From an optimization exercise on the open Yosys and OpenROAD flow, aimed at small area; shortcuts taken in it are not production practice.
Function was checked by simulation only, so behaviour that the tests miss may differ from the original.
Power is estimated from default activity; no workload was simulated.

== JK ==
==> flow/design.v (excerpt) <==
module pcodec (
  input  wire        clk,
  input  wire        rst,
  input  wire        start,
  input  wire [7:0]  op,
  input  wire [19:0] a_len,
  input  wire [19:0] out_cap,
  output wire        busy,
  output wire        done,
  output wire        fatal,
  output wire [3:0]  err,
  output wire [19:0] err_off,
  output wire [19:0] out_len,
  output wire        in_re,
  output wire [19:0] in_addr,
  input  wire [7:0]  in_rdata,
  output wire        out_we,
  output wire [19:0] out_addr,
  output reg  [7:0]  out_wdata
);
  localparam integer G  = 2;           
  localparam integer P  = 20 / G;      
  localparam integer BD = 8 / G;       
  localparam integer PW = (P > 8) ? 4 : (P > 4) ? 3 : 2;
  localparam [PW-1:0] PL = P - 1;
  localparam [4:0] S_IDLE = 5'd0,  S_DONE = 5'd1,
                   C_INIT = 5'd2,  C_SC   = 5'd3,  C_EW   = 5'd4,  C_RA   = 5'd5,
                   C_RB   = 5'd6,  C_CD   = 5'd7,  C_HC   = 5'd8,  C_SB   = 5'd9,
                   C_OPN  = 5'd10, C_SW   = 5'd11,
                   D_INIT = 5'd12, D_SECT = 5'd13, D_H0   = 5'd14, D_H1   = 5'd15,
                   D_H2   = 5'd16, D_H3   = 5'd17, D_DC   = 5'd18, D_I0   = 5'd19,
                   D_I1   = 5'd20, D_I2   = 5'd21, D_I3   = 5'd22, D_I4   = 5'd23,
                   D_EM   = 5'd24, D_ERR  = 5'd25;
  function [G-1:0] dig;
    input [19:0] k;
    input [PW-1:0] p;
    begin
      dig = k >> (p * G);
    end
  endfunction
  function [G:0] dadd;
    input [G-1:0] a;
    input [G-1:0] b;
    input         ci;
    integer i;
    reg c;
    begin
      c = ci;
      for (i = 0; i < G; i = i + 1) begin
        dadd[i] = a[i] ^ b[i] ^ c;
        c = (a[i] & b[i]) | (a[i] & c) | (b[i] & c);
      end
      dadd[G] = c;
    end
  endfunction
  function [7:0] badd;
    input [7:0] a;
    input [7:0] b;
    input       ci;
    integer i;
    reg c;
    begin
      c = ci;
  ...
Size: roughly 170 flip-flops, roughly 160 I/O pins, ~7800 um^2 of cells after synthesis.
clock: 10.0 ns
lec_check: 0
abc_area: 1
cap_margin: 0
core_margin: 2
core_utilization: 40
slew_margin: 0
standard.sh (not shown) runs the stock make flow with config.mk's settings and CLKGATE_MAP_FILE= SYNTH_SCRIPT=/design/flow/synth_recipe.tcl, a recipe that flattens the netlist after the stock synthesis.
==> flow/flow/run.sh <==
#!/bin/bash
# The standard layout (standard.sh) with three changes:
#  - synthesis maps the logic with the ABC script in flow/abc_area.script
#    (ORFS's scripts folder is copied and only that file replaced; registers,
#    yosys passes, flattening and renaming are those of the standard synthesis),
#  - the port buffers that global placement inserts on every input and output
#    port use the smallest buffer cell,
#  - the clock tree is built from clkbuf_4/clkbuf_8 cells without dummy loads.
set -euo pipefail
rm -rf scripts_custom
cp -r "$FLOW_HOME/scripts" scripts_custom
cp flow/abc_area.script scripts_custom/abc_area.script
export BUFFER_PORTS_ARGS="-buffer_cell sky130_fd_sc_hd__buf_1"
export CTS_ARGS="-sink_clustering_enable -repair_clock_nets -dont_use_dummy_load -buf_list {sky130_fd_sc_hd__clkbuf_4 sky130_fd_sc_hd__clkbuf_8}"
bash standard.sh SCRIPTS_DIR="$PWD/scripts_custom" finish > standard_flow.log 2>&1
==> flow/flow/abc_area.script <==
strash
&get -n
&deepsyn -T 60
&put
dch -f
amap
strash
&get -n
&deepsyn -T 60
&put
dch -f
amap
topo
Input changes introduced in MS (baseline for comparison: JK):
Settings: swapping 0 for 5 in CAP_MARGIN; swapping 0 for 5 in SLEW_MARGIN.
-- flow/flow/run.sh --
<<< JK, line 13
export BUFFER_PORTS_ARGS="-buffer_cell sky130_fd_sc_hd__buf_1"
export CTS_ARGS="-sink_clustering_enable -repair_clock_nets -dont_use_dummy_load -buf_list {sky130_fd_sc_hd__clkbuf_4 sky130_fd_sc_hd__clkbuf_8}"
bash standard.sh SCRIPTS_DIR="$PWD/scripts_custom" finish > standard_flow.log 2>&1
>>> MS, line 13
export BUFFER_PORTS_ARGS="-buffer_cell sky130_fd_sc_hd__buf_1"
export CTS_ARGS="-sink_clustering_enable -repair_clock_nets -dont_use_dummy_load -sink_buffer_max_cap_derate 1.0 -buf_list {sky130_fd_sc_hd__clkbuf_8 sky130_fd_sc_hd__clkbuf_16}"
bash standard.sh SCRIPTS_DIR="$PWD/scripts_custom" finish > standard_flow.log 2>&1
--- outcome ---
MS | stages: all done | timing, DRC, antenna: all pass. Worst path required time (higher): MS. [diff] smallest setup slack after layout, MS relative to JK: regression. Relative to JK, maximum clock frequency decreased by about 0.7% in MS. For the register-to-register path setup slack, MS came in 0.06 ns lower than JK did. Power per unit of standard cell area (lower): JK. A beginning of the critical path of st[0] is what JK shows, while RC[14] belongs to MS. The lower sequential share of layout area of JK and MS is in MS. Taking MS as 1.0, JK lands at 0.896 on total power.
### MS -> AL
-- flow/flow/run.sh --
<<< MS, line 13
export BUFFER_PORTS_ARGS="-buffer_cell sky130_fd_sc_hd__buf_1"
export CTS_ARGS="-sink_clustering_enable -repair_clock_nets -dont_use_dummy_load -sink_buffer_max_cap_derate 1.0 -buf_list {sky130_fd_sc_hd__clkbuf_8 sky130_fd_sc_hd__clkbuf_16}"
bash standard.sh SCRIPTS_DIR="$PWD/scripts_custom" finish > standard_flow.log 2>&1
>>> AL, line 13
export BUFFER_PORTS_ARGS="-buffer_cell sky130_fd_sc_hd__buf_1"
export CTS_ARGS="-sink_clustering_enable -repair_clock_nets -dont_use_dummy_load -buf_list {sky130_fd_sc_hd__clkbuf_4 sky130_fd_sc_hd__clkbuf_8}"
bash standard.sh SCRIPTS_DIR="$PWD/scripts_custom" finish > standard_flow.log 2>&1
==> flow/flow/abc_area.script <==
strash
&get -n
&deepsyn -T 60
&put
dch -f
amap
topo
[summary]
Compared with MS, AL ends up with a smaller final cell area. Compared with MS, in AL max-cap check violation count about even; wire length +about 5.3%. Per the comparison of AL with MS, final routed wire length divided by cell count shows an increase of 5.2%; post-synthesis share of cell area spent on full adders, half adders and majority gates shows no meaningful change; measured slew at the worst slew-check pin shows a reduction of 0.019 ns; compound-cell area share of the yosys netlist shows an increase of 0.68 points. Between AL and MS, the count of inserted tapcells figures differ only marginally.

pcodec, a different RTL version from the one above (not shown whole).
For scale: roughly 8900 µm² of cells after synthesis.
==> flow/config.mk <==
export PLATFORM = sky130hd
export DESIGN_NAME = pcodec
export DESIGN_NICKNAME = pcodec
export VERILOG_FILES = /design/flow/design.v
export SDC_FILE = /design/flow/constraint.sdc
export NUM_CORES = 4
export LEC_CHECK = 0
export ABC_AREA = 1
export CAP_MARGIN = 20
export CORE_MARGIN = 2
export CORE_UTILIZATION = 40
export SLEW_MARGIN = 20
==> flow/constraint.sdc <==
create_clock -name core_clock -period 10.0 [get_ports {clk}]
set_input_delay 2.0000 -clock core_clock [delete_from_list [all_inputs] [get_ports {clk}]]
set_output_delay 2.0000 -clock core_clock [all_outputs]
set_load 0.01 [all_outputs]
==> flow/flow/run.sh <==
#!/bin/bash
set -euo pipefail
export BUFFER_PORTS_ARGS="-buffer_cell sky130_fd_sc_hd__buf_1"
export CTS_ARGS="-sink_clustering_enable -repair_clock_nets -dont_use_dummy_load -buf_list {sky130_fd_sc_hd__clkbuf_4 sky130_fd_sc_hd__clkbuf_8}"
bash standard.sh finish > standard_flow.log 2>&1
Next try:
==> flow/flow/run.sh (replaced) <==
#!/bin/bash
set -euo pipefail
export BUFFER_PORTS_ARGS="-buffer_cell sky130_fd_sc_hd__buf_1"
export CTS_ARGS="-sink_clustering_enable -repair_clock_nets -dont_use_dummy_load -sink_clustering_size 50 -sink_clustering_max_diameter 200 -buf_list {sky130_fd_sc_hd__clkbuf_16}"
bash standard.sh finish > standard_flow.log 2>&1
=> Global-route usage rises by 0.10 points; non-clock buffer count does not change; setup slack improves by 0.076 ns; cell count stays the same; routed wire length barely changes.

pcodec with an RTL version that a note above also has.
For scale: ~860 cells after synthesis, ~170 flip-flops.
export LEC_CHECK = 0
export ABC_AREA = 1
export CAP_MARGIN = 5
export CORE_MARGIN = 2
export CORE_UTILIZATION = 40
export SLEW_MARGIN = 5
create_clock -name core_clock -period 10.0 [get_ports {clk}]
==> flow/flow/run.sh <==
#!/bin/bash
# The standard layout (standard.sh) with three changes:
#  - synthesis maps the logic with the ABC script in flow/abc_area.script
#    (ORFS's scripts folder is copied and only that file replaced; registers,
#    yosys passes, flattening and renaming are those of the standard synthesis),
#  - the port buffers that global placement inserts on every input and output
#    port use the smallest buffer cell,
#  - the clock tree is built from clkbuf_4/clkbuf_8 cells without dummy loads.
set -euo pipefail
rm -rf scripts_custom
cp -r "$FLOW_HOME/scripts" scripts_custom
cp flow/abc_area.script scripts_custom/abc_area.script
export BUFFER_PORTS_ARGS="-buffer_cell sky130_fd_sc_hd__buf_1"
export CTS_ARGS="-sink_clustering_enable -repair_clock_nets -dont_use_dummy_load -buf_list {sky130_fd_sc_hd__clkbuf_4 sky130_fd_sc_hd__clkbuf_8}"
bash standard.sh SCRIPTS_DIR="$PWD/scripts_custom" finish > standard_flow.log 2>&1
==> flow/flow/abc_area.script <==
strash
&get -n
&deepsyn -T 60
&put
dch -f
amap
strash
&get -n
&deepsyn -T 60
&put
dch -f
amap
topo
The first run completed without violations.
Then changed:
==> flow/flow/abc_area.script (replaced) <==
strash
&get -n
&deepsyn -T 60
&put
dch -f
amap
topo
- CAP_MARGIN: 5 -> 20
- SLEW_MARGIN: 5 -> 20
- sequential power stays flat
- utilization climbs by 0.27 points
- wire length increases by 4.3%
- first-iteration DRC count grows by 15%
- non-clock buffer count grows by 7
- worst setup slack gets better by 320 ps
- final area grows by 0.92%
- sequential share of layout area came out lower by 0.39 points
- die area increases by 0.40%

-- what the ideal ports hide --
Ports are ideal in the flow. The routed layouts listed here were re-timed in OpenROAD. Step 1 sets driving cells, clkbuf_16 on the clock port and buf_2 on the other inputs (assumed; they add their load-dependent delay and slew). Step 2, shift: input delay + t, output delay - t, t = (earliest + latest rising clock arrival at the registers) / 2. This alone moves slack from input paths to output paths. a / b / c = no drivers / after step 1 / after step 2; a / b = the first two.
run | t, ns | setup slack, ns | worst setup path after step 2 | worst register clock-pin slew, ns
JK | 0.484 | 1.496 / 1.496 / 1.496 | register to register | 0.10 / 0.10
MS | 0.575 | 1.434 / 1.434 / 1.434 | register to register | 0.07 / 0.07
AL | 0.482 | 1.363 / 1.363 / 1.363 | register to register | 0.10 / 0.10
the first run of note 2 | 0.498 | 3.224 / 3.224 / 3.224 | register to register | 0.12 / 0.12
the second run of note 2 | 0.473 | 3.301 / 3.301 / 3.301 | register to register | 0.08 / 0.08
the first run of note 3 | 0.484 | 1.496 / 1.496 / 1.496 | register to register | 0.10 / 0.10
the second run of note 3 | 0.487 | 1.813 / 1.813 / 1.813 | register to register | 0.10 / 0.10
After both steps setup and hold are still met in every run listed.
